What follows belongs to an exercise in optimizing a design on an open flow for small area, a short achievable clock period and few clock cycles per item; a production flow would make more cautious choices.
Function was checked by simulation only, so behaviour that the tests miss may differ from the original.
Power and IR drop assume default switching activity.

// sha512_core
module sha512_core (
    input  wire         clk,
    input  wire         rst,           
    input  wire         word_valid,
    input  wire [63:0]  word,
    input  wire         first,
    output wire         word_ready,
    output reg          digest_valid,
    output wire [511:0] digest
);
    localparam [80*64-1:0] K_TABLE = {
        64'h6c44198c4a475817,
        64'h5fcb6fab3ad6faec,
        64'h597f299cfc657e2a,
        64'h4cc5d4becb3e42b6,   
        64'h431d67c49c100d4c,
        64'h3c9ebe0a15c9bebc,
        64'h32caab7b40c72493,
        64'h28db77f523047d84,   
        64'h1b710b35131c471b,
        64'h113f9804bef90dae,
        64'h0a637dc5a2c898a6,
        64'h06f067aa72176fba,   
        64'hf57d4f7fee6ed178,
        64'heada7dd6cde0eb1e,
        64'hd186b8c721c0c207,
        64'hca273eceea26619c,   
        64'hc67178f2e372532b,
        64'hbef9a3f7b2c67915,
        64'ha4506cebde82bde9,
        64'h90befffa23631e28,   
        64'h8cc702081a6439ec,
        64'h84c87814a1f0ab72,
        64'h78a5636f43172f60,
        64'h748f82ee5defb2fc,   
        64'h682e6ff3d6b2b8a3,
        64'h5b9cca4f7763e373,
        64'h4ed8aa4ae3418acb,
        64'h391c0cb3c5c95a63,   
        64'h34b0bcb5e19b48a8,
        64'h2748774cdf8eeb99,
        64'h1e376c085141ab53,
        64'h19a4c116b8d2d0c8,   
        64'h106aa07032bbd1b8,
        64'hf40e35855771202a,
        64'hd69906245565a910,
        64'hd192e819d6ef5218,   
        64'hc76c51a30654be30,
        64'hc24b8b70d0f89791,
        64'ha81a664bbc423001,
        64'ha2bfe8a14cf10364,   
        64'h92722c851482353b,
        64'h81c2c92e47edaee6,
        64'h766a0abb3c77b2a8,
        64'h650a73548baf63de,   
        64'h53380d139d95b3df,
        64'h4d2c6dfc5ac42aed,
        64'h2e1b21385c26c926,
        64'h27b70a8546d22ffc,   
        64'h142929670a0e6e70,
        64'h06ca6351e003826f,
        64'hd5a79147930aa725,
        64'hc6e00bf33da88fc2,   
        64'hbf597fc7beef0ee4,
        64'hb00327c898fb213f,
        64'ha831c66d2db43210,
        64'h983e5152ee66dfab,   
        64'h76f988da831153b5,
        64'h5cb0a9dcbd41fbd4,
        64'h4a7484aa6ea6e483,
        64'h2de92c6f592b0275,   
        64'h240ca1cc77ac9c65,
        64'h0fc19dc68b8cd5b5,
        64'hefbe4786384f25e3,
  ...
Settings: LEC_CHECK=0, CAP_MARGIN=20, CORE_MARGIN=2, CORE_UTILIZATION=55, SLEW_MARGIN=20, SYNTH_MEMORY_MAX_BITS=16384, SETUP_SLACK_MARGIN=7; clock period 12.0 ns.
standard.sh (not shown) runs the stock make flow with config.mk's settings and CLKGATE_MAP_FILE= SYNTH_SCRIPT=/design/flow/synth_recipe.tcl, a recipe that flattens the netlist after the stock synthesis.
==> flow/flow/run.sh <==
#!/bin/bash
set -u
cp config.mk config_my.mk.txt
grep -v '^export SETUP_SLACK_MARGIN' config_my.mk.txt > config.mk
echo 'export SETUP_SLACK_MARGIN = 7' >> config.mk
bash standard.sh > standard.log 2>&1
The baseline completed without violations.
Testbench counts at the start, summed over its fixed seeds: cycles 15,688, blocks 192.
Change:
--- a/flow/design.v
+++ b/flow/design.v
@@ -178,13 +178,13 @@
     wire [63:0] e1_s  = csa_s(t1_s, t1_c, d);
     wire [63:0] e1_c  = csa_c(t1_s, t1_c, d);
     wire [63:0] e_new = e1_s + e1_c;
     wire [63:0] s0    = rotr(w[2], 1) ^ rotr(w[2], 8) ^ (w[2] >> 7);
     wire [63:0] s1    = rotr(w[14], 19) ^ rotr(w[14], 61) ^ (w[14] >> 6);
     wire [63:0] y_new = add_bk(csa_s(w[10], s0, w[1]), csa_c(w[10], s0, w[1]));
-    wire [63:0] w_new = s1 + y;
+    wire [63:0] w_new = add_bk(s1, y);
     wire [63:0] ha_sel = ({64{hs_h[3]}} & hv[3]) | ({64{hs_h[2]}} & hv[2]) |
                          ({64{hs_h[1]}} & hv[1]) | ({64{hs_h[0]}} & hv[0]) |
                          ({64{hs_i[3]}} & iv(3)) | ({64{hs_i[2]}} & iv(2)) |
                          ({64{hs_i[1]}} & iv(1)) | ({64{hs_i[0]}} & iv(0));
     wire [63:0] he_sel = ({64{hs_h[3]}} & hv[7]) | ({64{hs_h[2]}} & hv[6]) |
                          ({64{hs_h[1]}} & hv[5]) | ({64{hs_h[0]}} & hv[4]) |
@@ -199,13 +199,13 @@
     assign ld[3] = pend_iv ? iv(3) : hv[3];
     assign ld[4] = pend_iv ? iv(4) : fe_out;
     assign ld[5] = pend_iv ? iv(5) : hv[5];
     assign ld[6] = pend_iv ? iv(6) : hv[6];
     assign ld[7] = pend_iv ? iv(7) : hv[7];
     wire [63:0] hn    = load ? ld[7] : g;
-    wire [63:0] p_new = hn + kr + w[1];
+    wire [63:0] p_new = add_bk(csa_s(hn, kr, w[1]), csa_c(hn, kr, w[1]));
     genvar gi;
     generate
         for (gi = 0; gi < 8; gi = gi + 1) begin : g_dig
             assign digest[511 - 64*gi -: 64] = hv[gi];
         end
     endgenerate
=>
- The new run went through all stages and came out clean
- final cell count fell by 2.9%
- count of clock-buffer cells in the layout drops by 18
- wire length increases by 6.8%
- synthesized cell count came out lower by about 4.7%
- sequential power goes up by about 6%
- sequential share of layout area rises by 0.31 points
- design area fell by 0.71%
- non-clock buffer count increases by 55
- via count stays flat
- flip-flop and latch count does not change
- clock skew went up by 0.018 ns
- global-route usage rises by 3.7 points
Testbench counts after the change, summed over its fixed seeds: cycles 15,688, blocks 192.

========
The RTL this note starts from:
==> flow/design.v <==
module sha512_core (
    input  wire         clk,
    input  wire         rst,           
    input  wire         word_valid,
    input  wire [63:0]  word,
    input  wire         first,
    output wire         word_ready,
    output reg          digest_valid,
    output wire [511:0] digest
);
    localparam [80*64-1:0] K_TABLE = {
        64'h6c44198c4a475817,
        64'h5fcb6fab3ad6faec,
        64'h597f299cfc657e2a,
        64'h4cc5d4becb3e42b6,   
        64'h431d67c49c100d4c,
        64'h3c9ebe0a15c9bebc,
        64'h32caab7b40c72493,
        64'h28db77f523047d84,   
        64'h1b710b35131c471b,
        64'h113f9804bef90dae,
        64'h0a637dc5a2c898a6,
        64'h06f067aa72176fba,   
        64'hf57d4f7fee6ed178,
        64'heada7dd6cde0eb1e,
        64'hd186b8c721c0c207,
        64'hca273eceea26619c,   
        64'hc67178f2e372532b,
        64'hbef9a3f7b2c67915,
        64'ha4506cebde82bde9,
        64'h90befffa23631e28,   
        64'h8cc702081a6439ec,
        64'h84c87814a1f0ab72,
        64'h78a5636f43172f60,
        64'h748f82ee5defb2fc,   
        64'h682e6ff3d6b2b8a3,
        64'h5b9cca4f7763e373,
        64'h4ed8aa4ae3418acb,
        64'h391c0cb3c5c95a63,   
        64'h34b0bcb5e19b48a8,
        64'h2748774cdf8eeb99,
        64'h1e376c085141ab53,
        64'h19a4c116b8d2d0c8,   
        64'h106aa07032bbd1b8,
        64'hf40e35855771202a,
        64'hd69906245565a910,
        64'hd192e819d6ef5218,   
        64'hc76c51a30654be30,
        64'hc24b8b70d0f89791,
        64'ha81a664bbc423001,
        64'ha2bfe8a14cf10364,   
        64'h92722c851482353b,
        64'h81c2c92e47edaee6,
        64'h766a0abb3c77b2a8,
        64'h650a73548baf63de,   
        64'h53380d139d95b3df,
        64'h4d2c6dfc5ac42aed,
        64'h2e1b21385c26c926,
        64'h27b70a8546d22ffc,   
        64'h142929670a0e6e70,
        64'h06ca6351e003826f,
        64'hd5a79147930aa725,
        64'hc6e00bf33da88fc2,   
        64'hbf597fc7beef0ee4,
        64'hb00327c898fb213f,
        64'ha831c66d2db43210,
        64'h983e5152ee66dfab,   
        64'h76f988da831153b5,
        64'h5cb0a9dcbd41fbd4,
        64'h4a7484aa6ea6e483,
        64'h2de92c6f592b0275,   
        64'h240ca1cc77ac9c65,
        64'h0fc19dc68b8cd5b5,
        64'hefbe4786384f25e3,
        64'he49b69c19ef14ad2,   
        64'hc19bf174cf692694,
        64'h9bdc06a725c71235,
        64'h80deb1fe3b1696b1,
        64'h72be5d74f27b896f,   
        64'h550c7dc3d5ffb4e2,
        64'h243185be4ee4b28c,
        64'h12835b0145706fbe,
        64'hd807aa98a3030242,   
        64'hab1c5ed5da6d8118,
        64'h923f82a4af194f9b,
        64'h59f111f1b605d019,
        64'h3956c25bf348b538,   
        64'he9b5dba58189dbbc,
        64'hb5c0fbcfec4d3b2f,
        64'h7137449123ef65cd,
        64'h428a2f98d728ae22   
    };
    localparam [8*64-1:0] H0_TABLE = {
        64'h5be0cd19137e2179,
        64'h1f83d9abfb41bd6b,
        64'h9b05688c2b3e6c1f,
        64'h510e527fade682d1,
        64'ha54ff53a5f1d36f1,
        64'h3c6ef372fe94f82b,
        64'hbb67ae8584caa73b,
        64'h6a09e667f3bcc908
    };
    function [63:0] kconst(input [6:0] t);
        kconst = K_TABLE[64*t +: 64];
    endfunction
    function [63:0] iv(input [2:0] i);
        iv = H0_TABLE[64*i +: 64];
    endfunction
    function [63:0] rotr(input [63:0] x, input integer n);
        rotr = (x >> n) | (x << (64 - n));
    endfunction
    function [63:0] csa_s(input [63:0] x, input [63:0] y, input [63:0] z);
        csa_s = x ^ y ^ z;
    endfunction
    function [63:0] csa_c(input [63:0] x, input [63:0] y, input [63:0] z);
        csa_c = ((x & y) | (x & z) | (y & z)) << 1;
    endfunction
    function [63:0] add_bk(input [63:0] x, input [63:0] y);
        reg [63:0] gg, pp;
        integer l, j;
        begin
            gg = x & y;
            pp = x ^ y;
            for (l = 0; l < 6; l = l + 1)
                for (j = (2 << l) - 1; j < 64; j = j + (2 << l)) begin
                    gg[j] = gg[j] | (pp[j] & gg[j - (1 << l)]);
                    pp[j] = pp[j] & pp[j - (1 << l)];
                end
            for (l = 4; l >= 0; l = l - 1)
                for (j = 3 * (1 << l) - 1; j < 64; j = j + (2 << l)) begin
                    gg[j] = gg[j] | (pp[j] & gg[j - (1 << l)]);
                    pp[j] = pp[j] & pp[j - (1 << l)];
                end
            add_bk = x ^ y ^ {gg[62:0], 1'b0};
        end
    endfunction
    function [63:0] add_sk(input [63:0] x, input [63:0] y);
        reg [63:0] gg, pp;
        integer l, j, m;
        begin
            gg = x & y;
            pp = x ^ y;
            for (l = 0; l < 6; l = l + 1)
                for (j = 63; j >= 0; j = j - 1)
                    if (j[l]) begin
                        m = ((j >> l) << l) - 1;
                        gg[j] = gg[j] | (pp[j] & gg[m]);
                        pp[j] = pp[j] & pp[m];
                    end
            add_sk = x ^ y ^ {gg[62:0], 1'b0};
        end
    endfunction
    reg         run;         
    reg  [6:0]  t;           
    reg  [4:0]  k;           
    reg         pend_iv;     
    reg         cur_iv;      
    reg         fin;         
    reg         load;        
    reg         sched;       
    reg         late;        
    reg         hupd;        
    reg  [3:0]  hs_h, hs_i;  
    reg  [63:0] w [0:15];    
    reg  [63:0] hv [0:7];    
    reg  [63:0] a, b, c, d, e, f, g, h;
    reg  [63:0] kr;          
    reg  [63:0] p;           
    reg  [63:0] y;           
    reg  [14:0] wrun;        
    reg  [6:0]  tk;          
    wire space  = late & ~k[4] & (~(k[3] & k[2] & k[1] & k[0]) | load);
    assign word_ready = space;
    wire take   = word_valid & space;            
    wire [4:0] k_inc = k + {4'd0, take};
    wire start  = load & (k_inc == 5'd16);
    wire       run_n = rst ? 1'b0 : start ? 1'b1 : fin ? 1'b0 : run;
    wire [6:0] t_n   = rst ? 7'd80 : start ? 7'd0 : (run & ~fin) ? t + 7'd1 : t;
    wire       load_n = ~run_n | (t_n == 7'd80);
    wire [4:0] k_n    = (rst | start) ? 5'd0 : k_inc;
    wire       late_n = ~run_n | (t_n >= 7'd64);
    wire       civ_n = rst ? 1'b0 : start ? pend_iv : fin ? 1'b0 : cur_iv;
    wire [63:0] big_sigma0 = rotr(a, 28) ^ rotr(a, 34) ^ rotr(a, 39);
    wire [63:0] big_sigma1 = rotr(e, 14) ^ rotr(e, 18) ^ rotr(e, 41);
    wire [63:0] ch         = (e & f) ^ (~e & g);
    wire [63:0] maj        = (a & b) ^ (a & c) ^ (b & c);
    wire [63:0] t1_s  = csa_s(big_sigma1, ch, p);
    wire [63:0] t1_c  = csa_c(big_sigma1, ch, p);
    wire [63:0] a1_s  = csa_s(t1_s, t1_c, big_sigma0);
    wire [63:0] a1_c  = csa_c(t1_s, t1_c, big_sigma0);
    wire [63:0] a2_s  = csa_s(a1_s, a1_c, maj);
    wire [63:0] a2_c  = csa_c(a1_s, a1_c, maj);
    wire [63:0] a_new = add_sk(a2_s, a2_c);
    wire [63:0] e1_s  = csa_s(t1_s, t1_c, d);
    wire [63:0] e1_c  = csa_c(t1_s, t1_c, d);
    wire [63:0] e_new = add_sk(e1_s, e1_c);
    wire [63:0] s0    = rotr(w[2], 1) ^ rotr(w[2], 8) ^ (w[2] >> 7);
    wire [63:0] s1    = rotr(w[14], 19) ^ rotr(w[14], 61) ^ (w[14] >> 6);
    wire [63:0] y_new = add_bk(csa_s(w[10], s0, w[1]), csa_c(w[10], s0, w[1]));
    wire [63:0] w_new = add_bk(s1, y);
    wire [63:0] ha_sel = ({64{hs_h[3]}} & hv[3]) | ({64{hs_h[2]}} & hv[2]) |
                         ({64{hs_h[1]}} & hv[1]) | ({64{hs_h[0]}} & hv[0]) |
                         ({64{hs_i[3]}} & iv(3)) | ({64{hs_i[2]}} & iv(2)) |
                         ({64{hs_i[1]}} & iv(1)) | ({64{hs_i[0]}} & iv(0));
    wire [63:0] he_sel = ({64{hs_h[3]}} & hv[7]) | ({64{hs_h[2]}} & hv[6]) |
                         ({64{hs_h[1]}} & hv[5]) | ({64{hs_h[0]}} & hv[4]) |
                         ({64{hs_i[3]}} & iv(7)) | ({64{hs_i[2]}} & iv(6)) |
                         ({64{hs_i[1]}} & iv(5)) | ({64{hs_i[0]}} & iv(4));
    wire [63:0] fa_out = add_bk(ha_sel, a & {64{run}});
    wire [63:0] fe_out = add_bk(he_sel, e & {64{run}});
    wire [63:0] ld [0:7];
    assign ld[0] = pend_iv ? iv(0) : fa_out;
    assign ld[1] = pend_iv ? iv(1) : hv[1];
    assign ld[2] = pend_iv ? iv(2) : hv[2];
    assign ld[3] = pend_iv ? iv(3) : hv[3];
    assign ld[4] = pend_iv ? iv(4) : fe_out;
    assign ld[5] = pend_iv ? iv(5) : hv[5];
    assign ld[6] = pend_iv ? iv(6) : hv[6];
    assign ld[7] = pend_iv ? iv(7) : hv[7];
    wire [63:0] hn    = load ? ld[7] : g;
    wire [63:0] p_new = add_bk(csa_s(hn, kr, w[1]), csa_c(hn, kr, w[1]));
    genvar gi;
    generate
        for (gi = 0; gi < 8; gi = gi + 1) begin : g_dig
            assign digest[511 - 64*gi -: 64] = hv[gi];
        end
    endgenerate
    integer i;
    always @(posedge clk) begin
        if (load) begin
            a <= ld[0]; b <= ld[1]; c <= ld[2]; d <= ld[3];
            e <= ld[4]; f <= ld[5]; g <= ld[6]; h <= ld[7];
        end else begin
            a <= a_new; b <= a; c <= b; d <= c;
            e <= e_new; f <= e; g <= f; h <= g;
        end
        p <= p_new;
        y <= y_new;
        kr <= start ? kconst(7'd1) : load_n ? kconst(7'd0) : kconst(tk);
        tk <= t_n + 7'd2;
        for (i = 0; i < 15; i = i + 1)
            if (take | wrun[i])
                w[i] <= w[i+1];
        for (i = 0; i < 15; i = i + 1)
            wrun[i] <= run_n & (i + k_n < 15);
        if (sched)
            w[15] <= w_new;
        else if (take)
            w[15] <= word;
        if (hupd) begin
            if (hs_h[3] | hs_i[3]) begin hv[3] <= fa_out; hv[7] <= fe_out; end
            if (hs_h[2] | hs_i[2]) begin hv[2] <= fa_out; hv[6] <= fe_out; end
            if (hs_h[1] | hs_i[1]) begin hv[1] <= fa_out; hv[5] <= fe_out; end
            if (hs_h[0] | hs_i[0]) begin hv[0] <= fa_out; hv[4] <= fe_out; end
        end
        run    <= run_n;
        t      <= t_n;
        cur_iv <= civ_n;
        fin    <= run_n & (t_n == 7'd80);
        load   <= load_n;
        sched  <= run_n & (t_n < 7'd64);
        late   <= late_n;
        hupd   <= run_n & (t_n >= 7'd77);
        hs_h[3] <= run_n & (t_n == 7'd77) & ~civ_n;
        hs_h[2] <= run_n & (t_n == 7'd78) & ~civ_n;
        hs_h[1] <= run_n & (t_n == 7'd79) & ~civ_n;
        hs_h[0] <= ~(run_n & (t_n >= 7'd77) & (t_n <= 7'd79)) & ~civ_n;
        hs_i[3] <= run_n & (t_n == 7'd77) & civ_n;
        hs_i[2] <= run_n & (t_n == 7'd78) & civ_n;
        hs_i[1] <= run_n & (t_n == 7'd79) & civ_n;
        hs_i[0] <= ~(run_n & (t_n >= 7'd77) & (t_n <= 7'd79)) & civ_n;
        k      <= k_n;
        if (rst) begin
            pend_iv      <= 1'b1;
            digest_valid <= 1'b0;
        end else begin
            digest_valid <= fin;
            if (take & (k == 5'd0))
                pend_iv <= first;
        end
    end
endmodule
Settings: LEC_CHECK=0, CAP_MARGIN=20, CORE_MARGIN=2, CORE_UTILIZATION=55, CTS_CLUSTER_DIAMETER=80, CTS_CLUSTER_SIZE=20, SLEW_MARGIN=20, SYNTH_MEMORY_MAX_BITS=16384, SETUP_SLACK_MARGIN=7; clock period 12.0 ns.
Scripts as last shown in full above: flow/flow/run.sh
Testbench counts at the start, summed over its fixed seeds: cycles 15,688, blocks 192.
Rerun with:
--- a/flow/design.v
+++ b/flow/design.v
@@ -131,28 +131,12 @@
                     gg[j] = gg[j] | (pp[j] & gg[j - (1 << l)]);
                     pp[j] = pp[j] & pp[j - (1 << l)];
                 end
             add_bk = x ^ y ^ {gg[62:0], 1'b0};
         end
     endfunction
-    function [63:0] add_sk(input [63:0] x, input [63:0] y);
-        reg [63:0] gg, pp;
-        integer l, j, m;
-        begin
-            gg = x & y;
-            pp = x ^ y;
-            for (l = 0; l < 6; l = l + 1)
-                for (j = 63; j >= 0; j = j - 1)
-                    if (j[l]) begin
-                        m = ((j >> l) << l) - 1;
-                        gg[j] = gg[j] | (pp[j] & gg[m]);
-                        pp[j] = pp[j] & pp[m];
-                    end
-            add_sk = x ^ y ^ {gg[62:0], 1'b0};
-        end
-    endfunction
     reg         run;         
     reg  [6:0]  t;           
     reg  [4:0]  k;           
     reg         pend_iv;     
     reg         cur_iv;      
     reg         fin;         
@@ -187,16 +171,16 @@
     wire [63:0] t1_s  = csa_s(big_sigma1, ch, p);
     wire [63:0] t1_c  = csa_c(big_sigma1, ch, p);
     wire [63:0] a1_s  = csa_s(t1_s, t1_c, big_sigma0);
     wire [63:0] a1_c  = csa_c(t1_s, t1_c, big_sigma0);
     wire [63:0] a2_s  = csa_s(a1_s, a1_c, maj);
     wire [63:0] a2_c  = csa_c(a1_s, a1_c, maj);
-    wire [63:0] a_new = add_sk(a2_s, a2_c);
+    wire [63:0] a_new = a2_s + a2_c;
     wire [63:0] e1_s  = csa_s(t1_s, t1_c, d);
     wire [63:0] e1_c  = csa_c(t1_s, t1_c, d);
-    wire [63:0] e_new = add_sk(e1_s, e1_c);
+    wire [63:0] e_new = e1_s + e1_c;
     wire [63:0] s0    = rotr(w[2], 1) ^ rotr(w[2], 8) ^ (w[2] >> 7);
     wire [63:0] s1    = rotr(w[14], 19) ^ rotr(w[14], 61) ^ (w[14] >> 6);
     wire [63:0] y_new = add_bk(csa_s(w[10], s0, w[1]), csa_c(w[10], s0, w[1]));
     wire [63:0] w_new = add_bk(s1, y);
     wire [63:0] ha_sel = ({64{hs_h[3]}} & hv[3]) | ({64{hs_h[2]}} & hv[2]) |
                          ({64{hs_h[1]}} & hv[1]) | ({64{hs_h[0]}} & hv[0]) |
Outcome: The new run produced a clean layout. Setup slack gains 0.16 ns. Critical path depth is higher by 1. Hold slack stays flat. Via count increases by 7.4%. Area after synthesis increases by 1.6%. Count of clock-buffer cells in the layout is higher by 8. Die area climbs by 1.5%. Register-to-register slack gets better by 0.16 ns. Synthesized cell count climbs by 3.1%. Final area climbs by 1.7%. Non-clock buffer count is higher by 25. Power rises by 2.9%. Utilization goes up by 0.22 points.
Testbench counts after the change, summed over its fixed seeds: cycles 15,688, blocks 192.

-- separate check: timing with driven ports --
How much do the figures lean on ideal ports? The routed layouts below were timed once more, with nothing changed but the port constraints. Step 1: set_driving_cell puts a clkbuf_16 on clk and a buf_2 on each other input, an assumption about the parent block. Step 2 times the ports against the registers' clock, not the clock port: input delays grow and output delays shrink by t, the midpoint of the rising clock arrivals with the driver on. Three values: ideal, step 1, step 2; two values: the first two.
run	t (ns)	setup WS [ns]	worst setup path after step 2	worst register clock-pin slew, ns	cell pins on the clock port's net
the first run of note 1	0.980	6.688 / 6.688 / 6.400	input to register	0.07 / 0.07	1
the second run of note 1	0.993	6.645 / 6.645 / 6.169	input to register	0.10 / 0.10	1
the first run of note 2	0.955	6.513 / 6.513 / 6.290	input to register	0.09 / 0.09	1
the second run of note 2	0.945	6.677 / 6.677 / 6.182	input to register	0.10 / 0.10	1
After both steps setup and hold are still met in every run listed. For the second run of note 2, which loses most, drivers alone change the setup slack by 0.000 ns; drivers and shift together by -0.495 ns.
